This design comes from an exercise in tuning for small area, a short achievable clock period and few clock cycles per item on the open sky130 flow, not from production work.
Only simulation tests tie the RTL to the original design; equivalence was not proved.
Power and IR drop assume default switching activity.

<file path="flow/config.mk">
export PLATFORM = sky130hd
export DESIGN_NAME = inav_decoder
export DESIGN_NICKNAME = inav_decoder
export VERILOG_FILES = /design/flow/design.v
export SDC_FILE = /design/flow/constraint.sdc
export NUM_CORES = 4
export LEC_CHECK = 0
export CAP_MARGIN = 20
export CORE_MARGIN = 2
export CORE_UTILIZATION = 40
export CTS_BUF_LIST = sky130_fd_sc_hd__clkbuf_8 sky130_fd_sc_hd__clkbuf_16
export CTS_CLUSTER_DIAMETER = 50
export CTS_CLUSTER_SIZE = 12
export PLACE_DENSITY = 0.6
export SETUP_SLACK_MARGIN = 5
export SLEW_MARGIN = 20
export TNS_END_PERCENT = 100
</file>
<file path="flow/constraint.sdc">
create_clock -name core_clock -period 8.0 [get_ports {clk}]
set_input_delay 1.6000 -clock core_clock [delete_from_list [all_inputs] [get_ports {clk}]]
set_output_delay 1.6000 -clock core_clock [all_outputs]
set_load 0.01 [all_outputs]
</file>
<file path="flow/design.v">
module inav_decoder (
    input  wire         clk,
    input  wire         rst,         
    input  wire         cmd_valid,
    output wire         cmd_ready,
    input  wire [124:0] cmd,
    output reg          rsp_valid,
    output wire [485:0] rsp
);
    localparam [2:0] ST_OK         = 3'd0;
    localparam [2:0] ST_FRAMING    = 3'd1;
    localparam [2:0] ST_CRC        = 3'd2;
    localparam [2:0] ST_UNKNOWN_WT = 3'd3;
    localparam [2:0] ST_EVEN_BUF   = 3'd4;
    localparam [2:0] ST_RESYNC     = 3'd5;
    localparam [2:0] ST_ILLEGAL    = 3'd7;
    reg          rdy;
    reg          asm_odd;       
    reg  [111:6] evb;           
    reg  [10:1]  evwt;          
    reg          evwt_ok;       
    reg          v1;            
    reg  [3:0]   op1;
    reg  [2:0]   st1;           
    reg          pair1;         
    reg          ev1;           
    reg  [23:0]  syn0, syn1;    
    reg  [15:0]  pd;            
    reg  [3:0]   gt1;           
    assign cmd_ready = rdy;
    wire       accept    = cmd_valid & rdy;
    wire [3:0] op        = cmd[124:121];
    wire       odd       = cmd[120];
    wire       marker_ok = (cmd[119] == odd);
    wire       submit    = (op == 4'h0);
    wire       ev_load   = accept & submit & marker_ok & ~odd;
    wire [10:0] wt_in;
    genvar gi;
    generate
        for (gi = 0; gi <= 10; gi = gi + 1) begin : g_dec
            assign wt_in[gi] = (cmd[117:112] == gi);
        end
    endgenerate
    wire [7:0]  lo = cmd[13:6] & {8{~odd}};
    wire [23:0] syn_in0, syn_in1;
    wire r0x_0 = cmd[60] ^ cmd[92];
    wire r0x_1 = cmd[62] ^ cmd[94];
    wire r0x_2 = cmd[86] ^ cmd[114];
    wire r0x_3 = cmd[64] ^ cmd[96];
    wire r0x_4 = cmd[98] ^ cmd[116];
    wire r0x_5 = cmd[32] ^ cmd[72];
    wire r0x_6 = cmd[40] ^ cmd[84];
    wire r0x_7 = cmd[58] ^ cmd[90];
    wire r0x_8 = cmd[70] ^ cmd[110];
    wire r0x_9 = cmd[56] ^ cmd[88];
    wire r0x_10 = cmd[30] ^ cmd[34];
    wire r0x_11 = cmd[36] ^ cmd[66];
    wire r0x_12 = cmd[38] ^ cmd[42];
    wire r0x_13 = cmd[52] ^ cmd[76];
    wire r0x_14 = cmd[68] ^ cmd[78];
    wire r0x_15 = cmd[102] ^ cmd[108];
    wire r0x_16 = cmd[46] ^ r0x_2;
    wire r0x_17 = cmd[106] ^ r0x_1;
    wire r0x_18 = cmd[48] ^ cmd[104];
    wire r0x_19 = cmd[74] ^ cmd[118];
    wire r0x_20 = cmd[100] ^ cmd[112];
    wire r0x_21 = cmd[54] ^ r0x_0;
    wire r0x_22 = r0x_3 ^ r0x_7;
    wire r0x_23 = cmd[50] ^ r0x_4;
    wire r0x_24 = r0x_8 ^ r0x_21;
    wire r0x_25 = cmd[80] ^ cmd[82];
    wire r0x_26 = cmd[44] ^ r0x_6;
    wire r0x_27 = r0x_5 ^ r0x_9;
    wire r0x_28 = cmd[68] ^ r0x_10;
    wire r0x_29 = cmd[72] ^ r0x_15;
    wire r0x_30 = cmd[82] ^ r0x_11;
    wire r0x_31 = cmd[104] ^ r0x_14;
    wire r0x_32 = cmd[114] ^ r0x_13;
    wire r0x_33 = cmd[30] ^ cmd[46];
    wire r0x_34 = cmd[44] ^ cmd[110];
    wire r0x_35 = cmd[106] ^ cmd[112];
    wire r0x_36 = cmd[32] ^ r0x_0;
    wire r0x_37 = cmd[66] ^ r0x_13;
    wire r0x_38 = cmd[70] ^ r0x_20;
    wire r0x_39 = cmd[80] ^ r0x_12;
    wire r0x_40 = cmd[118] ^ r0x_10;
    wire r0x_41 = r0x_1 ^ r0x_18;
    wire r0x_42 = r0x_2 ^ r0x_19;
    wire r0x_43 = r0x_9 ^ r0x_14;
    wire r0x_44 = cmd[86] ^ r0x_17;
    wire r0x_45 = r0x_16 ^ r0x_22;
    wire r0x_46 = r0x_16 ^ r0x_23;
    wire r0x_47 = cmd[36] ^ cmd[116];
    wire r0x_48 = cmd[42] ^ cmd[82];
    wire r0x_49 = cmd[48] ^ cmd[64];
    wire r0x_50 = cmd[50] ^ cmd[78];
    wire r0x_51 = cmd[52] ^ cmd[100];
    wire r0x_52 = cmd[74] ^ cmd[88];
    wire r0x_53 = cmd[80] ^ cmd[90];
    wire r0x_54 = cmd[84] ^ cmd[98];
    wire r0x_55 = cmd[106] ^ cmd[108];
    wire r0x_56 = cmd[108] ^ cmd[112];
    wire r0x_57 = cmd[30] ^ r0x_4;
    wire r0x_58 = cmd[34] ^ r0x_34;
    wire r0x_59 = cmd[38] ^ r0x_19;
    wire r0x_60 = cmd[40] ^ r0x_8;
    wire r0x_61 = cmd[42] ^ r0x_15;
    wire r0x_62 = cmd[62] ^ r0x_5;
    wire r0x_63 = cmd[94] ^ r0x_25;
    wire r0x_64 = cmd[98] ^ r0x_0;
    wire r0x_65 = r0x_4 ^ r0x_11;
    wire r0x_66 = r0x_6 ^ r0x_7;
    wire r0x_67 = r0x_18 ^ r0x_33;
    wire r0x_68 = r0x_5 ^ r0x_37;
    wire r0x_69 = r0x_16 ^ r0x_26;
    wire r0x_70 = r0x_17 ^ r0x_29;
    wire r0x_71 = r0x_20 ^ r0x_32;
    wire r0x_72 = r0x_22 ^ r0x_42;
    wire r0x_73 = r0x_23 ^ r0x_27;
    wire r0x_74 = r0x_27 ^ r0x_41;
    wire r0x_75 = r0x_36 ^ r0x_40;
    wire r0x_76 = cmd[48] ^ cmd[50];
    wire r0x_77 = cmd[102] ^ lo[0];
    wire r0x_78 = r0x_8 ^ r0x_35;
    wire r0x_79 = r0x_76 ^ r0x_37;
    wire r0x_80 = r0x_77 ^ r0x_78;
    wire r0x_81 = r0x_69 ^ r0x_75;
    wire r0x_82 = r0x_79 ^ r0x_80;
    wire r0x_83 = r0x_81 ^ r0x_82;
    wire r0x_84 = cmd[40] ^ cmd[76];
    wire r0x_85 = r0x_20 ^ r0x_34;
    wire r0x_86 = r0x_52 ^ r0x_84;
    wire r0x_87 = r0x_21 ^ r0x_30;
    wire r0x_88 = r0x_57 ^ r0x_85;
    wire r0x_89 = r0x_86 ^ r0x_45;
    wire r0x_90 = r0x_87 ^ r0x_88;
    wire r0x_91 = r0x_89 ^ r0x_90;
    wire r0x_92 = lo[2] ^ r0x_19;
    wire r0x_93 = r0x_48 ^ r0x_54;
    wire r0x_94 = r0x_31 ^ r0x_38;
    wire r0x_95 = r0x_92 ^ r0x_93;
    wire r0x_96 = r0x_45 ^ r0x_70;
    wire r0x_97 = r0x_94 ^ r0x_95;
    wire r0x_98 = r0x_96 ^ r0x_97;
    wire r0x_99 = cmd[44] ^ cmd[90];
    wire r0x_100 = r0x_10 ^ r0x_12;
    wire r0x_101 = r0x_51 ^ r0x_99;
    wire r0x_102 = r0x_23 ^ r0x_43;
    wire r0x_103 = r0x_60 ^ r0x_100;
    wire r0x_104 = r0x_101 ^ r0x_44;
    wire r0x_105 = r0x_102 ^ r0x_103;
    wire r0x_106 = r0x_104 ^ r0x_105;
    wire r0x_107 = cmd[36] ^ cmd[54];
    wire r0x_108 = cmd[70] ^ lo[4];
    wire r0x_109 = r0x_25 ^ r0x_35;
    wire r0x_110 = r0x_107 ^ r0x_29;
    wire r0x_111 = r0x_66 ^ r0x_67;
    wire r0x_112 = r0x_108 ^ r0x_109;
    wire r0x_113 = r0x_110 ^ r0x_111;
    wire r0x_114 = r0x_112 ^ r0x_113;
    wire r0x_115 = cmd[60] ^ r0x_8;
    wire r0x_116 = r0x_25 ^ r0x_42;
    wire r0x_117 = r0x_57 ^ r0x_61;
    wire r0x_118 = r0x_115 ^ r0x_68;
    wire r0x_119 = r0x_116 ^ r0x_117;
    wire r0x_120 = r0x_118 ^ r0x_119;
    wire r0x_121 = cmd[54] ^ cmd[76];
    wire r0x_122 = lo[6] ^ r0x_11;
    wire r0x_123 = r0x_12 ^ r0x_20;
    wire r0x_124 = r0x_55 ^ r0x_121;
    wire r0x_125 = r0x_22 ^ r0x_26;
    wire r0x_126 = r0x_67 ^ r0x_122;
    wire r0x_127 = r0x_123 ^ r0x_124;
    wire r0x_128 = r0x_73 ^ r0x_125;
    wire r0x_129 = r0x_126 ^ r0x_127;
    wire r0x_130 = r0x_128 ^ r0x_129;
    wire r0x_131 = r0x_6 ^ r0x_11;
    wire r0x_132 = r0x_31 ^ r0x_40;
    wire r0x_133 = r0x_62 ^ r0x_64;
    wire r0x_134 = r0x_131 ^ r0x_45;
    wire r0x_135 = r0x_132 ^ r0x_133;
    wire r0x_136 = r0x_134 ^ r0x_135;
    wire r0x_137 = cmd[14] ^ cmd[108];
    wire r0x_138 = cmd[116] ^ r0x_3;
    wire r0x_139 = r0x_12 ^ r0x_137;
    wire r0x_140 = r0x_30 ^ r0x_43;
    wire r0x_141 = r0x_138 ^ r0x_139;
    wire r0x_142 = r0x_24 ^ r0x_69;
    wire r0x_143 = r0x_140 ^ r0x_141;
    wire r0x_144 = r0x_142 ^ r0x_143;
    wire r0x_145 = cmd[34] ^ cmd[68];
    wire r0x_146 = cmd[70] ^ cmd[100];
    wire r0x_147 = r0x_49 ^ r0x_52;
    wire r0x_148 = r0x_145 ^ r0x_146;
    wire r0x_149 = r0x_36 ^ r0x_39;
    wire r0x_150 = r0x_65 ^ r0x_147;
    wire r0x_151 = r0x_148 ^ r0x_44;
    wire r0x_152 = r0x_149 ^ r0x_150;
    wire r0x_153 = r0x_151 ^ r0x_152;
    wire r0x_154 = cmd[16] ^ cmd[102];
    wire r0x_155 = r0x_0 ^ r0x_7;
    wire r0x_156 = r0x_154 ^ r0x_17;
    wire r0x_157 = r0x_28 ^ r0x_32;
    wire r0x_158 = r0x_39 ^ r0x_155;
    wire r0x_159 = r0x_73 ^ r0x_156;
    wire r0x_160 = r0x_157 ^ r0x_158;
    wire r0x_161 = r0x_159 ^ r0x_160;
    wire r0x_162 = cmd[58] ^ cmd[112];
    wire r0x_163 = r0x_1 ^ r0x_162;
    wire r0x_164 = r0x_28 ^ r0x_29;
    wire r0x_165 = r0x_59 ^ r0x_163;
    wire r0x_166 = r0x_24 ^ r0x_46;
    wire r0x_167 = r0x_164 ^ r0x_165;
    wire r0x_168 = r0x_166 ^ r0x_167;
    wire r0x_169 = cmd[18] ^ cmd[88];
    wire r0x_170 = r0x_15 ^ r0x_18;
    wire r0x_171 = r0x_50 ^ r0x_169;
    wire r0x_172 = r0x_17 ^ r0x_26;
    wire r0x_173 = r0x_64 ^ r0x_170;
    wire r0x_174 = r0x_171 ^ r0x_172;
    wire r0x_175 = r0x_173 ^ r0x_174;
    wire r0x_176 = cmd[60] ^ r0x_3;
    wire r0x_177 = r0x_19 ^ r0x_47;
    wire r0x_178 = r0x_60 ^ r0x_176;
    wire r0x_179 = r0x_177 ^ r0x_71;
    wire r0x_180 = r0x_74 ^ r0x_178;
    wire r0x_181 = r0x_179 ^ r0x_180;
    wire r0x_182 = cmd[20] ^ cmd[66];
    wire r0x_183 = cmd[76] ^ cmd[114];
    wire r0x_184 = r0x_3 ^ r0x_53;
    wire r0x_185 = r0x_182 ^ r0x_183;
    wire r0x_186 = r0x_26 ^ r0x_38;
    wire r0x_187 = r0x_41 ^ r0x_61;
    wire r0x_188 = r0x_184 ^ r0x_185;
    wire r0x_189 = r0x_75 ^ r0x_186;
    wire r0x_190 = r0x_187 ^ r0x_188;
    wire r0x_191 = r0x_189 ^ r0x_190;
    wire r0x_192 = cmd[48] ^ cmd[78];
    wire r0x_193 = cmd[84] ^ cmd[88];
    wire r0x_194 = r0x_12 ^ r0x_192;
    wire r0x_195 = r0x_193 ^ r0x_30;
    wire r0x_196 = r0x_32 ^ r0x_38;
    wire r0x_197 = r0x_62 ^ r0x_194;
    wire r0x_198 = r0x_195 ^ r0x_196;
    wire r0x_199 = r0x_197 ^ r0x_198;
    wire r0x_200 = cmd[22] ^ cmd[42];
    wire r0x_201 = cmd[92] ^ cmd[102];
    wire r0x_202 = r0x_3 ^ r0x_5;
    wire r0x_203 = r0x_200 ^ r0x_201;
    wire r0x_204 = r0x_17 ^ r0x_30;
    wire r0x_205 = r0x_31 ^ r0x_58;
    wire r0x_206 = r0x_202 ^ r0x_203;
    wire r0x_207 = r0x_46 ^ r0x_204;
    wire r0x_208 = r0x_205 ^ r0x_206;
    wire r0x_209 = r0x_207 ^ r0x_208;
    wire r0x_210 = cmd[116] ^ r0x_14;
    wire r0x_211 = r0x_33 ^ r0x_35;
    wire r0x_212 = r0x_49 ^ r0x_53;
    wire r0x_213 = r0x_59 ^ r0x_210;
    wire r0x_214 = r0x_211 ^ r0x_212;
    wire r0x_215 = r0x_24 ^ r0x_68;
    wire r0x_216 = r0x_213 ^ r0x_214;
    wire r0x_217 = r0x_215 ^ r0x_216;
    wire r0x_218 = cmd[24] ^ cmd[38];
    wire r0x_219 = cmd[118] ^ r0x_2;
    wire r0x_220 = r0x_13 ^ r0x_18;
    wire r0x_221 = r0x_55 ^ r0x_218;
    wire r0x_222 = r0x_28 ^ r0x_63;
    wire r0x_223 = r0x_66 ^ r0x_219;
    wire r0x_224 = r0x_220 ^ r0x_221;
    wire r0x_225 = r0x_24 ^ r0x_222;
    wire r0x_226 = r0x_223 ^ r0x_224;
    wire r0x_227 = r0x_225 ^ r0x_226;
    wire r0x_228 = cmd[80] ^ cmd[92];
    wire r0x_229 = r0x_6 ^ r0x_228;
    wire r0x_230 = r0x_22 ^ r0x_43;
    wire r0x_231 = r0x_65 ^ r0x_229;
    wire r0x_232 = r0x_70 ^ r0x_71;
    wire r0x_233 = r0x_230 ^ r0x_231;
    wire r0x_234 = r0x_232 ^ r0x_233;
    wire r0x_235 = cmd[26] ^ cmd[96];
    wire r0x_236 = r0x_6 ^ r0x_47;
    wire r0x_237 = r0x_48 ^ r0x_50;
    wire r0x_238 = r0x_56 ^ r0x_235;
    wire r0x_239 = r0x_27 ^ r0x_236;
    wire r0x_240 = r0x_237 ^ r0x_238;
    wire r0x_241 = r0x_24 ^ r0x_44;
    wire r0x_242 = r0x_239 ^ r0x_240;
    wire r0x_243 = r0x_241 ^ r0x_242;
    wire r0x_244 = cmd[66] ^ cmd[100];
    wire r0x_245 = r0x_4 ^ r0x_12;
    wire r0x_246 = r0x_15 ^ r0x_244;
    wire r0x_247 = r0x_31 ^ r0x_63;
    wire r0x_248 = r0x_245 ^ r0x_246;
    wire r0x_249 = r0x_24 ^ r0x_72;
    wire r0x_250 = r0x_247 ^ r0x_248;
    wire r0x_251 = r0x_249 ^ r0x_250;
    wire r0x_252 = cmd[28] ^ cmd[52];
    wire r0x_253 = cmd[72] ^ r0x_1;
    wire r0x_254 = r0x_9 ^ r0x_54;
    wire r0x_255 = r0x_56 ^ r0x_252;
    wire r0x_256 = r0x_39 ^ r0x_58;
    wire r0x_257 = r0x_253 ^ r0x_254;
    wire r0x_258 = r0x_255 ^ r0x_72;
    wire r0x_259 = r0x_256 ^ r0x_257;
    wire r0x_260 = r0x_258 ^ r0x_259;
    wire r0x_261 = cmd[96] ^ r0x_25;
    wire r0x_262 = r0x_51 ^ r0x_28;
    wire r0x_263 = r0x_261 ^ r0x_46;
    wire r0x_264 = r0x_74 ^ r0x_262;
    wire r0x_265 = r0x_263 ^ r0x_264;
    assign syn_in0[0] = r0x_83;
    assign syn_in0[1] = r0x_91;
    assign syn_in0[2] = r0x_98;
    assign syn_in0[3] = r0x_106;
    assign syn_in0[4] = r0x_114;
    assign syn_in0[5] = r0x_120;
    assign syn_in0[6] = r0x_130;
    assign syn_in0[7] = r0x_136;
    assign syn_in0[8] = r0x_144;
    assign syn_in0[9] = r0x_153;
    assign syn_in0[10] = r0x_161;
    assign syn_in0[11] = r0x_168;
    assign syn_in0[12] = r0x_175;
    assign syn_in0[13] = r0x_181;
    assign syn_in0[14] = r0x_191;
    assign syn_in0[15] = r0x_199;
    assign syn_in0[16] = r0x_209;
    assign syn_in0[17] = r0x_217;
    assign syn_in0[18] = r0x_227;
    assign syn_in0[19] = r0x_234;
    assign syn_in0[20] = r0x_243;
    assign syn_in0[21] = r0x_251;
    assign syn_in0[22] = r0x_260;
    assign syn_in0[23] = r0x_265;
    wire r1x_0 = cmd[61] ^ cmd[93];
    wire r1x_1 = cmd[63] ^ cmd[95];
    wire r1x_2 = cmd[97] ^ cmd[115];
    wire r1x_3 = cmd[39] ^ cmd[83];
    wire r1x_4 = cmd[41] ^ cmd[85];
    wire r1x_5 = cmd[57] ^ cmd[89];
    wire r1x_6 = cmd[59] ^ cmd[91];
    wire r1x_7 = cmd[65] ^ cmd[67];
    wire r1x_8 = cmd[71] ^ cmd[111];
    wire r1x_9 = cmd[55] ^ cmd[87];
    wire r1x_10 = cmd[69] ^ cmd[109];
    wire r1x_11 = cmd[105] ^ r1x_0;
    wire r1x_12 = cmd[35] ^ cmd[119];
    wire r1x_13 = cmd[43] ^ cmd[49];
    wire r1x_14 = cmd[77] ^ cmd[101];
    wire r1x_15 = cmd[113] ^ cmd[117];
    wire r1x_16 = r1x_2 ^ r1x_7;
    wire r1x_17 = cmd[31] ^ cmd[47];
    wire r1x_18 = cmd[51] ^ cmd[75];
    wire r1x_19 = cmd[53] ^ cmd[107];
    wire r1x_20 = cmd[99] ^ r1x_1;
    wire r1x_21 = cmd[37] ^ cmd[79];
    wire r1x_22 = cmd[81] ^ cmd[103];
    wire r1x_23 = r1x_6 ^ r1x_10;
    wire r1x_24 = r1x_8 ^ r1x_9;
    wire r1x_25 = cmd[33] ^ cmd[73];
    wire r1x_26 = cmd[45] ^ r1x_4;
    wire r1x_27 = r1x_5 ^ r1x_15;
    wire r1x_28 = r1x_12 ^ r1x_18;
    wire r1x_29 = r1x_3 ^ r1x_11;
    wire r1x_30 = r1x_13 ^ r1x_14;
    wire r1x_31 = r1x_19 ^ r1x_23;
    wire r1x_32 = cmd[33] ^ cmd[71];
    wire r1x_33 = cmd[45] ^ cmd[111];
    wire r1x_34 = cmd[69] ^ cmd[83];
    wire r1x_35 = cmd[77] ^ cmd[81];
    wire r1x_36 = cmd[79] ^ cmd[107];
    wire r1x_37 = cmd[97] ^ cmd[107];
    wire r1x_38 = cmd[31] ^ r1x_22;
    wire r1x_39 = cmd[37] ^ r1x_9;
    wire r1x_40 = cmd[87] ^ r1x_17;
    wire r1x_41 = r1x_4 ^ r1x_21;
    wire r1x_42 = r1x_15 ^ r1x_17;
    wire r1x_43 = r1x_0 ^ r1x_24;
    wire r1x_44 = r1x_11 ^ r1x_26;
    wire r1x_45 = r1x_20 ^ r1x_27;
    wire r1x_46 = cmd[35] ^ cmd[51];
    wire r1x_47 = cmd[41] ^ cmd[99];
    wire r1x_48 = cmd[43] ^ cmd[117];
    wire r1x_49 = cmd[47] ^ cmd[103];
    wire r1x_50 = cmd[51] ^ cmd[109];
    wire r1x_51 = cmd[65] ^ cmd[85];
    wire r1x_52 = cmd[81] ^ cmd[105];
    wire r1x_53 = cmd[91] ^ cmd[113];
    wire r1x_54 = cmd[101] ^ cmd[119];
    wire r1x_55 = cmd[113] ^ cmd[115];
    wire r1x_56 = cmd[43] ^ r1x_1;
    wire r1x_57 = cmd[47] ^ r1x_3;
    wire r1x_58 = cmd[53] ^ r1x_25;
    wire r1x_59 = cmd[61] ^ r1x_8;
    wire r1x_60 = cmd[73] ^ r1x_14;
    wire r1x_61 = cmd[101] ^ r1x_5;
    wire r1x_62 = cmd[109] ^ r1x_32;
    wire r1x_63 = r1x_2 ^ r1x_46;
    wire r1x_64 = r1x_3 ^ r1x_55;
    wire r1x_65 = r1x_5 ^ r1x_10;
    wire r1x_66 = r1x_13 ^ r1x_19;
    wire r1x_67 = cmd[49] ^ r1x_20;
    wire r1x_68 = cmd[67] ^ r1x_30;
    wire r1x_69 = r1x_6 ^ r1x_16;
    wire r1x_70 = r1x_16 ^ r1x_24;
    wire r1x_71 = r1x_20 ^ r1x_28;
    wire r1x_72 = r1x_23 ^ r1x_54;
    wire r1x_73 = r1x_25 ^ r1x_41;
    wire r1x_74 = r1x_28 ^ r1x_59;
    wire r1x_75 = r1x_33 ^ r1x_42;
    wire r1x_76 = r1x_34 ^ r1x_40;
    wire r1x_77 = r1x_38 ^ r1x_62;
    wire r1x_78 = r1x_29 ^ r1x_70;
    wire r1x_79 = r1x_31 ^ r1x_45;
    wire r1x_80 = cmd[117] ^ r1x_52;
    wire r1x_81 = r1x_58 ^ r1x_61;
    wire r1x_82 = r1x_63 ^ r1x_80;
    wire r1x_83 = r1x_67 ^ r1x_76;
    wire r1x_84 = r1x_81 ^ r1x_82;
    wire r1x_85 = r1x_83 ^ r1x_84;
    wire r1x_86 = cmd[67] ^ cmd[119];
    wire r1x_87 = lo[1] ^ r1x_8;
    wire r1x_88 = r1x_22 ^ r1x_34;
    wire r1x_89 = r1x_37 ^ r1x_86;
    wire r1x_90 = r1x_60 ^ r1x_87;
    wire r1x_91 = r1x_88 ^ r1x_89;
    wire r1x_92 = r1x_44 ^ r1x_45;
    wire r1x_93 = r1x_90 ^ r1x_91;
    wire r1x_94 = r1x_92 ^ r1x_93;
    wire r1x_95 = cmd[75] ^ cmd[83];
    wire r1x_96 = cmd[89] ^ r1x_0;
    wire r1x_97 = r1x_14 ^ r1x_47;
    wire r1x_98 = r1x_95 ^ r1x_39;
    wire r1x_99 = r1x_96 ^ r1x_97;
    wire r1x_100 = r1x_69 ^ r1x_75;
    wire r1x_101 = r1x_98 ^ r1x_99;
    wire r1x_102 = r1x_100 ^ r1x_101;
    wire r1x_103 = cmd[79] ^ lo[3];
    wire r1x_104 = r1x_6 ^ r1x_51;
    wire r1x_105 = r1x_27 ^ r1x_28;
    wire r1x_106 = r1x_66 ^ r1x_103;
    wire r1x_107 = r1x_104 ^ r1x_77;
    wire r1x_108 = r1x_105 ^ r1x_106;
    wire r1x_109 = r1x_107 ^ r1x_108;
    wire r1x_110 = cmd[41] ^ cmd[45];
    wire r1x_111 = cmd[91] ^ r1x_2;
    wire r1x_112 = r1x_8 ^ r1x_13;
    wire r1x_113 = r1x_25 ^ r1x_36;
    wire r1x_114 = r1x_52 ^ r1x_110;
    wire r1x_115 = r1x_57 ^ r1x_111;
    wire r1x_116 = r1x_112 ^ r1x_113;
    wire r1x_117 = r1x_114 ^ r1x_115;
    wire r1x_118 = r1x_116 ^ r1x_117;
    wire r1x_119 = cmd[101] ^ cmd[103];
    wire r1x_120 = lo[5] ^ r1x_4;
    wire r1x_121 = r1x_32 ^ r1x_119;
    wire r1x_122 = r1x_39 ^ r1x_63;
    wire r1x_123 = r1x_120 ^ r1x_121;
    wire r1x_124 = r1x_122 ^ r1x_123;
    wire r1x_125 = r1x_79 ^ r1x_124;
    wire r1x_126 = cmd[97] ^ cmd[105];
    wire r1x_127 = r1x_1 ^ r1x_49;
    wire r1x_128 = r1x_126 ^ r1x_65;
    wire r1x_129 = r1x_127 ^ r1x_68;
    wire r1x_130 = r1x_74 ^ r1x_128;
    wire r1x_131 = r1x_129 ^ r1x_130;
    wire r1x_132 = cmd[35] ^ lo[7];
    wire r1x_133 = r1x_7 ^ r1x_35;
    wire r1x_134 = r1x_26 ^ r1x_39;
    wire r1x_135 = r1x_56 ^ r1x_64;
    wire r1x_136 = r1x_132 ^ r1x_133;
    wire r1x_137 = r1x_31 ^ r1x_134;
    wire r1x_138 = r1x_135 ^ r1x_136;
    wire r1x_139 = r1x_137 ^ r1x_138;
    wire r1x_140 = cmd[63] ^ cmd[69];
    wire r1x_141 = cmd[99] ^ r1x_12;
    wire r1x_142 = r1x_140 ^ r1x_11;
    wire r1x_143 = r1x_40 ^ r1x_141;
    wire r1x_144 = r1x_69 ^ r1x_73;
    wire r1x_145 = r1x_142 ^ r1x_143;
    wire r1x_146 = r1x_144 ^ r1x_145;
    wire r1x_147 = cmd[15] ^ r1x_21;
    wire r1x_148 = r1x_48 ^ r1x_16;
    wire r1x_149 = r1x_26 ^ r1x_57;
    wire r1x_150 = r1x_65 ^ r1x_147;
    wire r1x_151 = r1x_43 ^ r1x_148;
    wire r1x_152 = r1x_149 ^ r1x_150;
    wire r1x_153 = r1x_151 ^ r1x_152;
    wire r1x_154 = cmd[37] ^ cmd[43];
    wire r1x_155 = cmd[57] ^ cmd[71];
    wire r1x_156 = cmd[73] ^ r1x_17;
    wire r1x_157 = r1x_18 ^ r1x_19;
    wire r1x_158 = r1x_154 ^ r1x_155;
    wire r1x_159 = r1x_16 ^ r1x_156;
    wire r1x_160 = r1x_157 ^ r1x_158;
    wire r1x_161 = r1x_29 ^ r1x_159;
    wire r1x_162 = r1x_160 ^ r1x_161;
    wire r1x_163 = cmd[17] ^ cmd[87];
    wire r1x_164 = r1x_6 ^ r1x_37;
    wire r1x_165 = r1x_49 ^ r1x_163;
    wire r1x_166 = r1x_30 ^ r1x_164;
    wire r1x_167 = r1x_165 ^ r1x_29;
    wire r1x_168 = r1x_166 ^ r1x_167;
    wire r1x_169 = cmd[39] ^ cmd[59];
    wire r1x_170 = cmd[73] ^ cmd[103];
    wire r1x_171 = cmd[115] ^ r1x_10;
    wire r1x_172 = r1x_169 ^ r1x_170;
    wire r1x_173 = r1x_42 ^ r1x_171;
    wire r1x_174 = r1x_172 ^ r1x_43;
    wire r1x_175 = r1x_71 ^ r1x_173;
    wire r1x_176 = r1x_174 ^ r1x_175;
    wire r1x_177 = cmd[19] ^ cmd[89];
    wire r1x_178 = cmd[103] ^ r1x_36;
    wire r1x_179 = r1x_50 ^ r1x_177;
    wire r1x_180 = r1x_178 ^ r1x_179;
    wire r1x_181 = r1x_44 ^ r1x_67;
    wire r1x_182 = r1x_180 ^ r1x_181;
    wire r1x_183 = cmd[37] ^ cmd[65];
    wire r1x_184 = cmd[113] ^ r1x_35;
    wire r1x_185 = r1x_47 ^ r1x_183;
    wire r1x_186 = r1x_184 ^ r1x_185;
    wire r1x_187 = r1x_74 ^ r1x_76;
    wire r1x_188 = r1x_186 ^ r1x_187;
    wire r1x_189 = cmd[21] ^ r1x_1;
    wire r1x_190 = r1x_12 ^ r1x_53;
    wire r1x_191 = r1x_16 ^ r1x_30;
    wire r1x_192 = r1x_189 ^ r1x_190;
    wire r1x_193 = r1x_44 ^ r1x_77;
    wire r1x_194 = r1x_191 ^ r1x_192;
    wire r1x_195 = r1x_193 ^ r1x_194;
    wire r1x_196 = cmd[63] ^ cmd[71];
    wire r1x_197 = cmd[85] ^ cmd[89];
    wire r1x_198 = r1x_21 ^ r1x_196;
    wire r1x_199 = r1x_197 ^ r1x_58;
    wire r1x_200 = r1x_64 ^ r1x_198;
    wire r1x_201 = r1x_68 ^ r1x_199;
    wire r1x_202 = r1x_200 ^ r1x_201;
    wire r1x_203 = cmd[23] ^ cmd[93];
    wire r1x_204 = r1x_7 ^ r1x_21;
    wire r1x_205 = r1x_33 ^ r1x_203;
    wire r1x_206 = r1x_38 ^ r1x_61;
    wire r1x_207 = r1x_66 ^ r1x_204;
    wire r1x_208 = r1x_205 ^ r1x_206;
    wire r1x_209 = r1x_207 ^ r1x_208;
    wire r1x_210 = r1x_5 ^ r1x_14;
    wire r1x_211 = r1x_36 ^ r1x_53;
    wire r1x_212 = r1x_210 ^ r1x_211;
    wire r1x_213 = r1x_71 ^ r1x_212;
    wire r1x_214 = r1x_78 ^ r1x_213;
    wire r1x_215 = cmd[25] ^ cmd[31];
    wire r1x_216 = cmd[49] ^ cmd[95];
    wire r1x_217 = cmd[115] ^ r1x_4;
    wire r1x_218 = r1x_12 ^ r1x_35;
    wire r1x_219 = r1x_215 ^ r1x_216;
    wire r1x_220 = r1x_24 ^ r1x_217;
    wire r1x_221 = r1x_218 ^ r1x_219;
    wire r1x_222 = r1x_29 ^ r1x_31;
    wire r1x_223 = r1x_220 ^ r1x_221;
    wire r1x_224 = r1x_222 ^ r1x_223;
    wire r1x_225 = cmd[93] ^ r1x_22;
    wire r1x_226 = r1x_16 ^ r1x_41;
    wire r1x_227 = r1x_60 ^ r1x_225;
    wire r1x_228 = r1x_226 ^ r1x_227;
    wire r1x_229 = r1x_79 ^ r1x_228;
    wire r1x_230 = cmd[27] ^ cmd[83];
    wire r1x_231 = r1x_37 ^ r1x_50;
    wire r1x_232 = r1x_230 ^ r1x_27;
    wire r1x_233 = r1x_56 ^ r1x_231;
    wire r1x_234 = r1x_43 ^ r1x_73;
    wire r1x_235 = r1x_232 ^ r1x_233;
    wire r1x_236 = r1x_234 ^ r1x_235;
    wire r1x_237 = cmd[75] ^ cmd[79];
    wire r1x_238 = cmd[95] ^ cmd[99];
    wire r1x_239 = r1x_22 ^ r1x_48;
    wire r1x_240 = r1x_237 ^ r1x_238;
    wire r1x_241 = r1x_239 ^ r1x_240;
    wire r1x_242 = r1x_72 ^ r1x_241;
    wire r1x_243 = r1x_78 ^ r1x_242;
    wire r1x_244 = cmd[29] ^ cmd[33];
    wire r1x_245 = cmd[105] ^ r1x_3;
    wire r1x_246 = r1x_13 ^ r1x_18;
    wire r1x_247 = r1x_51 ^ r1x_244;
    wire r1x_248 = r1x_245 ^ r1x_246;
    wire r1x_249 = r1x_247 ^ r1x_72;
    wire r1x_250 = r1x_75 ^ r1x_248;
    wire r1x_251 = r1x_249 ^ r1x_250;
    assign syn_in1[0] = r1x_85;
    assign syn_in1[1] = r1x_94;
    assign syn_in1[2] = r1x_102;
    assign syn_in1[3] = r1x_109;
    assign syn_in1[4] = r1x_118;
    assign syn_in1[5] = r1x_125;
    assign syn_in1[6] = r1x_131;
    assign syn_in1[7] = r1x_139;
    assign syn_in1[8] = r1x_146;
    assign syn_in1[9] = r1x_153;
    assign syn_in1[10] = r1x_162;
    assign syn_in1[11] = r1x_168;
    assign syn_in1[12] = r1x_176;
    assign syn_in1[13] = r1x_182;
    assign syn_in1[14] = r1x_188;
    assign syn_in1[15] = r1x_195;
    assign syn_in1[16] = r1x_202;
    assign syn_in1[17] = r1x_209;
    assign syn_in1[18] = r1x_214;
    assign syn_in1[19] = r1x_224;
    assign syn_in1[20] = r1x_229;
    assign syn_in1[21] = r1x_236;
    assign syn_in1[22] = r1x_243;
    assign syn_in1[23] = r1x_251;
    reg [2:0] st_in;
    always @(*) begin
        case (op)
            4'h0:    st_in = !marker_ok ? ST_FRAMING :
                             !odd ? (asm_odd ? ST_RESYNC : ST_EVEN_BUF) :
                             ST_FRAMING;
            4'h1, 4'h4, 4'h5, 4'h6, 4'h7, 4'h8, 4'h9, 4'hA, 4'hB:
                     st_in = ST_OK;
            default: st_in = ST_ILLEGAL;
        endcase
    end
    always @(posedge clk) begin
        rdy   <= ~rst;
        v1    <= accept & ~rst;
        op1   <= op;
        st1   <= st_in;
        pair1 <= submit & marker_ok & odd & asm_odd;
        ev1   <= submit & marker_ok & ~odd;
        syn0  <= syn_in0;
        syn1  <= syn_in1;
        pd    <= cmd[117:102];
        gt1   <= {op == 4'hB, op == 4'hA, op == 4'h9, op == 4'h8};
        if (ev_load) begin
            evb     <= cmd[111:6];
            evwt    <= wt_in[10:1];
            evwt_ok <= (cmd[117:112] <= 6'd10);
        end
        if (rst || (accept && op == 4'h1))
            asm_odd <= 1'b0;
        else if (accept && submit && marker_ok)
            asm_odd <= ~odd;
    end
    reg  [23:0]  evsyn;         
    wire [23:0]  sab = syn0 ^ syn1;
    wire [23:0]  syn_x;
    wire tx_0 = sab[0] ^ sab[1];
    wire tx_1 = sab[2] ^ sab[3];
    wire tx_2 = sab[21] ^ sab[23];
    wire tx_3 = sab[11] ^ sab[22];
    wire tx_4 = sab[8] ^ sab[10];
    wire tx_5 = sab[9] ^ sab[12];
    wire tx_6 = sab[18] ^ tx_0;
    wire tx_7 = sab[20] ^ tx_1;
    wire tx_8 = sab[6] ^ tx_2;
    wire tx_9 = sab[7] ^ sab[15];
    wire tx_10 = sab[14] ^ sab[16];
    wire tx_11 = sab[4] ^ sab[19];
    wire tx_12 = sab[5] ^ tx_4;
    wire tx_13 = sab[17] ^ tx_5;
    wire tx_14 = tx_3 ^ tx_7;
    wire tx_15 = sab[13] ^ tx_6;
    wire tx_16 = sab[13] ^ tx_8;
    wire tx_17 = sab[0] ^ sab[4];
    wire tx_18 = sab[1] ^ sab[19];
    wire tx_19 = sab[2] ^ tx_9;
    wire tx_20 = sab[7] ^ tx_1;
    wire tx_21 = sab[14] ^ tx_11;
    wire tx_22 = tx_0 ^ tx_10;
    wire tx_23 = sab[15] ^ tx_8;
    wire tx_24 = tx_2 ^ tx_13;
    wire tx_25 = tx_3 ^ tx_6;
    wire tx_26 = sab[17] ^ tx_14;
    wire tx_27 = tx_12 ^ tx_15;
    wire tx_28 = sab[3] ^ sab[6];
    wire tx_29 = sab[4] ^ sab[8];
    wire tx_30 = sab[5] ^ sab[10];
    wire tx_31 = sab[6] ^ sab[22];
    wire tx_32 = sab[8] ^ sab[13];
    wire tx_33 = sab[10] ^ sab[11];
    wire tx_34 = sab[17] ^ sab[23];
    wire tx_35 = sab[12] ^ tx_9;
    wire tx_36 = tx_4 ^ tx_10;
    wire tx_37 = tx_9 ^ tx_32;
    wire tx_38 = sab[7] ^ tx_22;
    wire tx_39 = sab[16] ^ tx_20;
    wire tx_40 = sab[21] ^ tx_21;
    wire tx_41 = tx_13 ^ tx_29;
    wire tx_42 = sab[12] ^ tx_16;
    wire tx_43 = tx_5 ^ tx_14;
    wire tx_44 = tx_11 ^ tx_25;
    wire tx_45 = sab[8] ^ sab[16];
    wire tx_46 = tx_17 ^ tx_45;
    wire tx_47 = tx_46 ^ tx_42;
    wire tx_48 = sab[5] ^ sab[22];
    wire tx_49 = tx_48 ^ tx_8;
    wire tx_50 = tx_38 ^ tx_41;
    wire tx_51 = tx_49 ^ tx_50;
    wire tx_52 = sab[9] ^ tx_31;
    wire tx_53 = tx_34 ^ tx_19;
    wire tx_54 = tx_52 ^ tx_53;
    wire tx_55 = tx_27 ^ tx_54;
    wire tx_56 = tx_5 ^ tx_33;
    wire tx_57 = tx_20 ^ tx_56;
    wire tx_58 = tx_15 ^ tx_40;
    wire tx_59 = tx_57 ^ tx_58;
    wire tx_60 = tx_10 ^ tx_18;
    wire tx_61 = tx_30 ^ tx_60;
    wire tx_62 = tx_14 ^ tx_23;
    wire tx_63 = tx_61 ^ tx_62;
    wire tx_64 = sab[0] ^ tx_37;
    wire tx_65 = tx_64 ^ tx_26;
    wire tx_66 = sab[9] ^ sab[14];
    wire tx_67 = tx_28 ^ tx_66;
    wire tx_68 = tx_67 ^ tx_15;
    wire tx_69 = tx_18 ^ tx_19;
    wire tx_70 = tx_36 ^ tx_69;
    wire tx_71 = tx_42 ^ tx_70;
    wire tx_72 = sab[9] ^ tx_10;
    wire tx_73 = tx_37 ^ tx_72;
    wire tx_74 = tx_73 ^ tx_26;
    wire tx_75 = sab[3] ^ sab[15];
    wire tx_76 = sab[18] ^ tx_17;
    wire tx_77 = tx_75 ^ tx_36;
    wire tx_78 = tx_76 ^ tx_24;
    wire tx_79 = tx_77 ^ tx_78;
    wire tx_80 = sab[19] ^ tx_12;
    wire tx_81 = tx_13 ^ tx_23;
    wire tx_82 = tx_25 ^ tx_80;
    wire tx_83 = tx_81 ^ tx_82;
    wire tx_84 = sab[2] ^ sab[7];
    wire tx_85 = sab[9] ^ sab[20];
    wire tx_86 = sab[21] ^ tx_4;
    wire tx_87 = tx_84 ^ tx_85;
    wire tx_88 = tx_86 ^ tx_87;
    wire tx_89 = tx_88 ^ tx_44;
    wire tx_90 = tx_2 ^ tx_18;
    wire tx_91 = tx_12 ^ tx_90;
    wire tx_92 = tx_91 ^ tx_43;
    wire tx_93 = sab[10] ^ tx_17;
    wire tx_94 = tx_93 ^ tx_16;
    wire tx_95 = tx_43 ^ tx_94;
    wire tx_96 = tx_3 ^ tx_28;
    wire tx_97 = tx_12 ^ tx_96;
    wire tx_98 = tx_38 ^ tx_97;
    wire tx_99 = sab[6] ^ sab[11];
    wire tx_100 = sab[23] ^ tx_0;
    wire tx_101 = tx_99 ^ tx_19;
    wire tx_102 = tx_100 ^ tx_41;
    wire tx_103 = tx_101 ^ tx_102;
    wire tx_104 = tx_5 ^ tx_39;
    wire tx_105 = tx_27 ^ tx_104;
    wire tx_106 = sab[19] ^ tx_1;
    wire tx_107 = tx_33 ^ tx_22;
    wire tx_108 = tx_106 ^ tx_24;
    wire tx_109 = tx_107 ^ tx_108;
    wire tx_110 = sab[16] ^ tx_4;
    wire tx_111 = tx_6 ^ tx_110;
    wire tx_112 = tx_23 ^ tx_111;
    wire tx_113 = tx_26 ^ tx_112;
    wire tx_114 = tx_24 ^ tx_39;
    wire tx_115 = tx_44 ^ tx_114;
    wire tx_116 = sab[12] ^ sab[22];
    wire tx_117 = tx_11 ^ tx_34;
    wire tx_118 = tx_116 ^ tx_7;
    wire tx_119 = tx_117 ^ tx_118;
    wire tx_120 = tx_27 ^ tx_119;
    wire tx_121 = sab[1] ^ sab[5];
    wire tx_122 = sab[9] ^ sab[11];
    wire tx_123 = sab[18] ^ tx_121;
    wire tx_124 = tx_122 ^ tx_7;
    wire tx_125 = tx_21 ^ tx_123;
    wire tx_126 = tx_16 ^ tx_124;
    wire tx_127 = tx_125 ^ tx_126;
    wire tx_128 = tx_30 ^ tx_31;
    wire tx_129 = tx_7 ^ tx_35;
    wire tx_130 = tx_128 ^ tx_40;
    wire tx_131 = tx_129 ^ tx_130;
    wire tx_132 = sab[3] ^ sab[5];
    wire tx_133 = sab[20] ^ tx_3;
    wire tx_134 = tx_132 ^ tx_35;
    wire tx_135 = tx_133 ^ tx_134;
    assign syn_x[0] = tx_47;
    assign syn_x[1] = tx_51;
    assign syn_x[2] = tx_55;
    assign syn_x[3] = tx_59;
    assign syn_x[4] = tx_63;
    assign syn_x[5] = tx_65;
    assign syn_x[6] = tx_68;
    assign syn_x[7] = tx_71;
    assign syn_x[8] = tx_74;
    assign syn_x[9] = tx_79;
    assign syn_x[10] = tx_83;
    assign syn_x[11] = tx_89;
    assign syn_x[12] = tx_92;
    assign syn_x[13] = tx_95;
    assign syn_x[14] = tx_98;
    assign syn_x[15] = tx_103;
    assign syn_x[16] = tx_105;
    assign syn_x[17] = tx_109;
    assign syn_x[18] = tx_113;
    assign syn_x[19] = tx_115;
    assign syn_x[20] = tx_120;
    assign syn_x[21] = tx_127;
    assign syn_x[22] = tx_131;
    assign syn_x[23] = tx_135;
    reg  [119:0] w1;
    reg  [119:0] w2;
    reg  [121:0] w3;
    reg  [119:0] w4;
    reg  [98:0]  w5;
    reg  [118:0] w6;
    reg  [115:0] w7;
    reg  [120:0] w8;
    reg  [121:0] w9;
    reg  [121:0] w10;
    reg  [4:1]   eph_rx;
    reg  [10:7]  alm_rx;
    reg          rx5, rx6;      
    reg          new_eph, new_iono, new_utc, new_alm;
    reg  [2:0]   st2;
    reg          flag2;
    reg  [10:1]  sel0, sel1, sel2, sel3;    
    wire [121:0] data  = {evb[111:6], pd};    
    wire         crc_ok = (sab == evsyn);
    wire         wt_ok  = evwt_ok;
    wire         acc    = v1 & pair1 & crc_ok & wt_ok;
    wire         clr    = rst | (v1 && op1 == 4'h1);
    wire [10:1] wdec = evwt;
    wire [10:1] we = {10{acc}} & wdec[10:1];
    wire [9:0] iod_d  = data[121:112];
    wire [9:0] iod1_n = wdec[1] ? iod_d : w1[119:110];
    wire [9:0] iod2_n = wdec[2] ? iod_d : w2[119:110];
    wire [9:0] iod3_n = wdec[3] ? iod_d : w3[121:112];
    wire [9:0] iod4_n = wdec[4] ? iod_d : w4[119:110];
    wire [3:0] ioda_d   = data[121:118];
    wire [3:0] ioda7_n  = wdec[7]  ? ioda_d : w7[115:112];
    wire [3:0] ioda8_n  = wdec[8]  ? ioda_d : w8[120:117];
    wire [3:0] ioda9_n  = wdec[9]  ? ioda_d : w9[121:118];
    wire [3:0] ioda10_n = wdec[10] ? ioda_d : w10[121:118];
    wire [4:1]  eph_rx_n = eph_rx | wdec[4:1];
    wire [10:7] alm_rx_n = alm_rx | wdec[10:7];
    wire eph_consistent = (&eph_rx_n) && (iod1_n == iod2_n) &&
                          (iod2_n == iod3_n) && (iod3_n == iod4_n);
    wire slot1_both = alm_rx_n[7] & alm_rx_n[8];
    wire slot2_both = alm_rx_n[8] & alm_rx_n[9];
    wire slot3_both = alm_rx_n[9] & alm_rx_n[10];
    wire slot1_eq   = (ioda7_n == ioda8_n);
    wire slot2_eq   = (ioda8_n == ioda9_n);
    wire slot3_eq   = (ioda9_n == ioda10_n);
    wire slot1_ok   = slot1_both &  slot1_eq;
    wire slot2_ok   = slot2_both &  slot2_eq;
    wire slot3_ok   = slot3_both &  slot3_eq;
    wire slot1_bad  = slot1_both & ~slot1_eq;
    wire slot2_bad  = slot2_both & ~slot2_eq;
    wire slot3_bad  = slot3_both & ~slot3_eq;
    wire alm_any_ok  = (wdec[7] & slot1_ok) | (wdec[8] & (slot1_ok | slot2_ok)) |
                       (wdec[9] & (slot2_ok | slot3_ok)) | (wdec[10] & slot3_ok);
    wire alm_any_bad = (wdec[7] & slot1_bad) | (wdec[8] & (slot1_bad | slot2_bad)) |
                       (wdec[9] & (slot2_bad | slot3_bad)) | (wdec[10] & slot3_bad);
    wire is_eph = wdec[1] | wdec[2] | wdec[3] | wdec[4];
    wire is_alm = wdec[7] | wdec[8] | wdec[9] | wdec[10];
    reg new_sel;
    always @(*) begin
        case (op1[1:0])
            2'd0:    new_sel = new_eph;
            2'd1:    new_sel = new_iono;
            2'd2:    new_sel = new_utc;
            default: new_sel = new_alm;
        endcase
    end
    wire hasnew = (op1[3:2] == 2'b01);
    wire get    = (op1[3:2] == 2'b10);
    wire [10:1] rx    = {alm_rx, rx6, rx5, eph_rx};
    wire [3:0]  gdec  = {op1[1:0] == 2'd3, op1[1:0] == 2'd2, op1[1:0] == 2'd1, op1[1:0] == 2'd0};
    wire [10:1] gsel  = {{4{gdec[3]}}, gdec[2], gdec[1], {4{gdec[0]}}};
    wire [10:1] gsel1 = {{4{gt1[3]}}, gt1[2], gt1[1], {4{gt1[0]}}};
    always @(posedge clk) begin
        if (v1 && ev1)
            evsyn <= syn_x;
        if (we[1])  w1  <= data[121:2];
        if (we[2])  w2  <= data[121:2];
        if (we[3])  w3  <= data[121:0];
        if (we[4])  w4  <= data[121:2];
        if (we[5])  w5  <= data[121:23];
        if (we[6])  w6  <= data[121:3];
        if (we[7])  w7  <= data[121:6];
        if (we[8])  w8  <= data[121:1];
        if (we[9])  w9  <= data[121:0];
        if (we[10]) w10 <= data[121:0];
        if (clr) begin
            eph_rx   <= 4'd0;
            alm_rx   <= 4'd0;
            rx5      <= 1'b0;
            rx6      <= 1'b0;
            new_eph  <= 1'b0;
            new_iono <= 1'b0;
            new_utc  <= 1'b0;
            new_alm  <= 1'b0;
        end else if (v1) begin
            if (acc && is_eph) begin
                eph_rx  <= eph_rx_n;
                new_eph <= eph_consistent;
            end
            if (acc && wdec[5]) begin
                rx5      <= 1'b1;
                new_iono <= 1'b1;
            end
            if (acc && wdec[6]) begin
                rx6     <= 1'b1;
                new_utc <= 1'b1;
            end
            if (acc && is_alm) begin
                alm_rx <= alm_rx_n;
                if (alm_any_ok)
                    new_alm <= 1'b1;
                else if (alm_any_bad)
                    new_alm <= 1'b0;
            end
            if (hasnew) begin
                case (op1[1:0])
                    2'd0: new_eph  <= 1'b0;
                    2'd1: new_iono <= 1'b0;
                    2'd2: new_utc  <= 1'b0;
                    default: new_alm <= 1'b0;
                endcase
            end
        end
        rsp_valid <= v1 & ~rst;
        st2       <= !pair1 ? st1 : !crc_ok ? ST_CRC : !wt_ok ? ST_UNKNOWN_WT : ST_OK;
        flag2     <= hasnew & new_sel;
        sel0      <= {10{get}} & gsel & rx;
        sel1      <= {10{get & v1}} & gsel & rx;
        sel2      <= gsel1 & rx;
        sel3      <= {10{v1}} & gsel1 & rx;
    end
    wire [119:0] r1;
    wire [119:0] r2;
    wire [121:0] r3;
    wire [119:0] r4;
    wire [98:0]  r5;
    wire [118:0] r6;
    wire [115:0] r7;
    wire [120:0] r8;
    wire [121:0] r9;
    wire [121:0] r10;
    wire [3:0]   s1  = {sel3[1],  sel2[1],  sel1[1],  sel0[1]};
    wire [3:0]   s2  = {sel3[2],  sel2[2],  sel1[2],  sel0[2]};
    wire [3:0]   s3  = {sel3[3],  sel2[3],  sel1[3],  sel0[3]};
    wire [3:0]   s4  = {sel3[4],  sel2[4],  sel1[4],  sel0[4]};
    wire [3:0]   s5  = {sel3[5],  sel2[5],  sel1[5],  sel0[5]};
    wire [3:0]   s6  = {sel3[6],  sel2[6],  sel1[6],  sel0[6]};
    wire [3:0]   s7  = {sel3[7],  sel2[7],  sel1[7],  sel0[7]};
    wire [3:0]   s8  = {sel3[8],  sel2[8],  sel1[8],  sel0[8]};
    wire [3:0]   s9  = {sel3[9],  sel2[9],  sel1[9],  sel0[9]};
    wire [3:0]   s10 = {sel3[10], sel2[10], sel1[10], sel0[10]};
    genvar bi;
    generate
        for (bi = 0; bi < 122; bi = bi + 1) begin : g_rec
            if (bi < 120) assign r1[bi]  = w1[bi]  & s1[bi * 4 / 120];
            if (bi < 120) assign r2[bi]  = w2[bi]  & s2[bi * 4 / 120];
            assign r3[bi] = w3[bi] & s3[bi * 4 / 122];
            if (bi < 120) assign r4[bi]  = w4[bi]  & s4[bi * 4 / 120];
            if (bi < 99)  assign r5[bi]  = w5[bi]  & s5[bi * 4 / 99];
            if (bi < 119) assign r6[bi]  = w6[bi]  & s6[bi * 4 / 119];
            if (bi < 116) assign r7[bi]  = w7[bi]  & s7[bi * 4 / 116];
            if (bi < 121) assign r8[bi]  = w8[bi]  & s8[bi * 4 / 121];
            assign r9[bi]  = w9[bi]  & s9[bi * 4 / 122];
            assign r10[bi] = w10[bi] & s10[bi * 4 / 122];
        end
    endgenerate
    wire [481:0] rec_eph  = {r1, r2, r3, r4};
    wire [98:0]  rec_iono = r5;
    wire [118:0] rec_utc  = r6;
    wire [480:0] rec_alm  = {r7, r8, r9, r10};
    assign rsp = {st2, flag2,
                  rec_eph | {383'd0, rec_iono} | {363'd0, rec_utc} | {1'b0, rec_alm}};
endmodule
</file>
<file path="flow/flow/run.sh">
#!/bin/bash
# The standard layout (the standard.sh), with two changes to how it is
# made: ports are buffered with buf_2 (rather than the delay-buffer cell
# buffer_ports picks on its own), and a222oi_1, which has no stronger size
# for timing repair to swap to, is added to the platform's don't-use list.
set -euo pipefail
PLATFORM_DONT_USE="$(sed -n '/^export DONT_USE_CELLS/,/^#/p' "$FLOW_HOME/platforms/sky130hd/config.mk" | grep -o 'sky130_fd_sc_hd__[a-z0-9_]*' | tr '\n' ' ')"
bash standard.sh "BUFFER_PORTS_ARGS=-buffer_cell sky130_fd_sc_hd__buf_2" \
    "DONT_USE_CELLS=${PLATFORM_DONT_USE}sky130_fd_sc_hd__a222oi_1" finish > make_finish.log 2>&1
tail -n 20 make_finish.log
</file>
<file path="flow/standard.sh">
#!/bin/bash
# synth_recipe.tcl (not shown) runs the flow's synth.tcl, then flattens the netlist and writes it again
# the make line also repeats each setting of config.mk as NAME=value (left out here)
make -C /OpenROAD-flow-scripts/flow DESIGN_CONFIG=/design/flow/config.mk WORK_HOME=/design/flow/orfs CLKGATE_MAP_FILE= SYNTH_SCRIPT=/design/flow/synth_recipe.tcl "${@:-finish}"
</file>
==> reports/results.txt <==
Outcome -> timing/DRC/antenna clean
Top cells by area, synth -> edfxtp_1 69%, xnor2_1 8.5%, a22o_1 5.5%, dfxtp_1 4.9%, a22oi_1 2.9%
Clock Skew -> 27.2 ps
Global route overflow -> 0
Post-layout util -> 0.513
Largest family of logic cells by synthesized area -> XOR/XNOR gates
Max-slew violations -> 0
Root buffer cell -> clkbuf_16
Min-Delay Endpoint -> pair1$_DFF_P_
Placer Congestion -> 0.905
First-pass iteration count of the detailed router -> 5
Pleak -> 0.0260 µW
Vias per inst -> 5.76
IO Count -> 616
Core area -> 142000 µm²
Die height -> 383 µm
Hold WC Path Type -> reg -> reg
Number of global-route vias before repair -> 33500
Fraction of synthesized area in multiplexers -> 0.00406
Share of post-route cells with drive strength above 1 -> 0.310
Setup TNS -> 0 ps
Worst skew pair latency -> 800 ps
Maximum clock frequency -> 0.290 GHz
Initial Util -> 0.404
Total routed wirelength -> 219000 µm
Seq cells post-synth -> 1461
Detailed Route Iter0 Violations -> 4681
Post-synth cell types -> 66
DRC Markers -> 0
DP Wirelength -> 132000 µm
Pwr Density -> 321 nW/µm²
Top sig layer -> met5
Layout Nets -> 4352
MaxCap Viol Count -> 0
Worst Reg-to-Reg Cells -> 9
Die Span X -> 383 µm
XOR/XNOR Fraction of Synth Area -> 0.118
Die area -> 146000 µm²
Core Rows -> 138
Wire length per cell -> 35.2 µm
CP peak stage delay -> 400 ps
M1 wire length -> 86600 µm
Final ANT Viol Nets -> 0
CTS max path bufs -> 3
Tot GR Track Use -> 0.272
Footprint of the multi-input gates -> 15600 µm²
Met2 WL -> 104000 µm
Final number of setup-violating endpoints -> 0
H-tree lvl count -> 4
Syn nets -> 3545
CTS tree -> done
Yosys warning total -> 1
Port Buffers -> 609
Async SR Flop Fraction -> 0
Critical Path Source Type -> flop
RR Startpoint -> syn1[0]$_DFF_P_
Final Hold Fails -> 0
Family with the most delay on the worst path -> flip-flops
Seq/Total Area, Yosys -> 0.741
Register area -> 42600 µm²
First-pass GRT wire length -> 276000 µm
WP buf/inv -> 2
Initial antenna violation count -> 53
Slew @ Worst Pin -> 1010 ps
Number of cells on the worst hold path -> 2
Synth top area share -> 0.693
Peak VDD IR -> 0.490 mV
Syn Area/Cell -> 16.8 µm²
Slowest cell on the critical path -> dfxtp_4
Headroom to the max-slew limit -> 0.321
Synth-to-Final Area Change -> 27.1%
Mapped Area -> 57300 µm²
Routed vias -> 35800
Largest net degree at the start of global routing -> 63
Most common cell in the netlist -> edfxtp_1
Crit end category -> primary output
Hold_sp -> asm_odd$_SDFFE_PP0P_
Routed wl met3 -> 21300 µm
Clock sinks -> 1461
R2R setup slack -> 4980 ps
Worst path cell trace -> buf_12, a22oi_2, nand2_1, buf_2
Path type of the worst setup path -> reg -> out
Fin crit period -> 3440 ps
CTS Buf Count -> 153
Clk slew on worst S/H paths -> 60 ps
Commonest cells post-synth -> 1322 x edfxtp_1, 553 x xnor2_1, 363 x a22o_1, 221 x a22oi_1, 160 x nand2_1
Arrival time worst endpoint -> 1840 ps
Largest area contributor in the netlist -> edfxtp_1
Adder-Cell Fraction of Synth Area -> 0.000218
Unrepaired setup endpoints after global routing -> yes
Synth Flop Type -> edfxtp_1
Final period utilization -> 0.430
Layout fillers -> 11700
Complex-gate fraction of the synthesized area -> 0.0964
Simple-gate share of the synthesized area -> 0.0265
Req. time, crit path -> 6400 ps
Crit path depth -> 4
Post-Syn Instances -> 3416
R2r endpoint -> w1[41]$_DFFE_PP_
Number of flops mapped to enable cells by yosys -> 1322
Crit Path Max Fanout -> 8
worst max path at each step:
stage,from,end
2_1_floorplan,cmd[120],evb[100]$_DFFE_PP_
3_3_place_gp,cmd[120],evb[34]$_DFFE_PP_
3_5_place_dp,cmd[120],evb[34]$_DFFE_PP_
4_1_cts,sel3[10]$_DFF_P_,rsp[118]
5_1_grt,sel2[6]$_DFF_P_,rsp[85]
6_report,sel0[6]$_DFF_P_,rsp[0]
layout make-up:
cell class	count	share of cell area
flip-flops and latches	1461	0.585
clock buffers	163	0.0549
multi-input cells	1773	0.215
repair buffers	806	0.102
well taps	1890	0.0325
clock inverters	81	0.00883
inverters	28	0.00156
diodes	15	0.000515
cells by family after synthesis:
| logic type | after synthesis |
|---|---|
| compound gates | 689 |
| xor+xnor | 726 |
| fa+ha+maj | 1 |
| buf+inv | 192 |
| flops | 1461 |
| mux | 22 |
| simple gates | 325 |
placed cells by master, fill, tap and decap left out, types with 29 or more instances in the layout:
cell type / Yosys / layout
edfxtp_1: 1322 / 1322
xnor2_1: 553 / 532
buf_2: 4 / 509
a22o_1: 363 / 329
clkbuf_16: 0 / 204
a22oi_2: 0 / 150
nand2_1: 160 / 143
xor2_1: 135 / 129
buf_6: 3 / 108
dfxtp_1: 139 / 105
a22oi_1: 221 / 71
inv_1: 27 / 64
buf_12: 0 / 57
nor2_1: 49 / 42
buf_4: 1 / 42
a22o_4: 0 / 34
xnor2_2: 13 / 31
a21oi_1: 30 / 30
dfxtp_4: 0 / 29
routing by layer:
metal	global-route usage	vias up
li1	-	14700
met1	0.372	18500
met4	0.0776	32
met2	0.439	2188
met5	0	-
met3	0.0587	330
per-stage QoR:
| stage | total power (µW) | instance area [µm²] | instances | hold slack [ps] | worst slack, ps |
|---|---|---|---|---|---|
| 3_3_place_gp | 16800 | 62900 | 5817 | 438 | 3540 |
| 3_5_place_dp | 16700 | 62900 | 5817 | 431 | 3550 |
| 5_1_grt | 24200 | 72800 | 6207 | 472 | 4520 |
| 6_report | 23400 | 72800 | 6217 | 445 | 4560 |
| 2_1_floorplan | 15000 | 57600 | 3416 | 414 | 3640 |
| 4_1_cts | 23400 | 70000 | 6128 | 440 | 4520 |
flip-flops by register name, summed over array words and instances, names as in the netlist, 116 cells and up:
name,count
w1,120
w10,122
w2,120
w3,122
w4,120
w6,119
w7,116
w8,121
w9,122
worst min-delay path, stage by stage (launching register included):
cell	delay, ps
dfxtp_1	320
nand2_1	50
nor2_1	30
report_power, final:
group	leakage (µW)	total (µW)	switching (µW)	internal [µW]
registers	0.0131	9100	158	8940
logic	0.0105	7570	4070	3500
clock network	0.00241	6720	2980	3740
repair_timing:
action | CTS | global route
gates resized for setup | 321 | 323
hold buffers | 0 | 0
pin swaps | 28 | 120
setup buffers | 40 | 8
setup endpoints to repair | 1755 | 1369
cloned | 27 | 66
Testbench counts, summed over its fixed seeds: cycles 5,616, items 5,600.

-- separate check: timing with driven ports --
How much do the figures lean on ideal ports? The routed layout below was timed once more, with nothing changed but the port constraints. Step 1 assumes that a clkbuf_16 drives the clock port and a buf_2 every other input. Step 2 adds t to the input delays and takes it off the output delays; t is the mean of the earliest and latest rising clock arrival at the registers after step 1. Input paths then give back, and output paths get back, about the clock's delay inside the block. a / b / c = ideal ports / drivers / drivers and shift; a / b = the first two.
t, ns: 0.861
setup WS [ns]: 4.557 / 4.482 / 4.130
worst setup path at the end: input to register
latest minus earliest clock arrival (ns): 0.027 / 0.028
worst data-port slew with drivers (ns): 0.18
After both steps this run still meets setup and hold. The setup slack of this run moves by -0.075 ns with the drivers and by -0.427 ns with both steps.
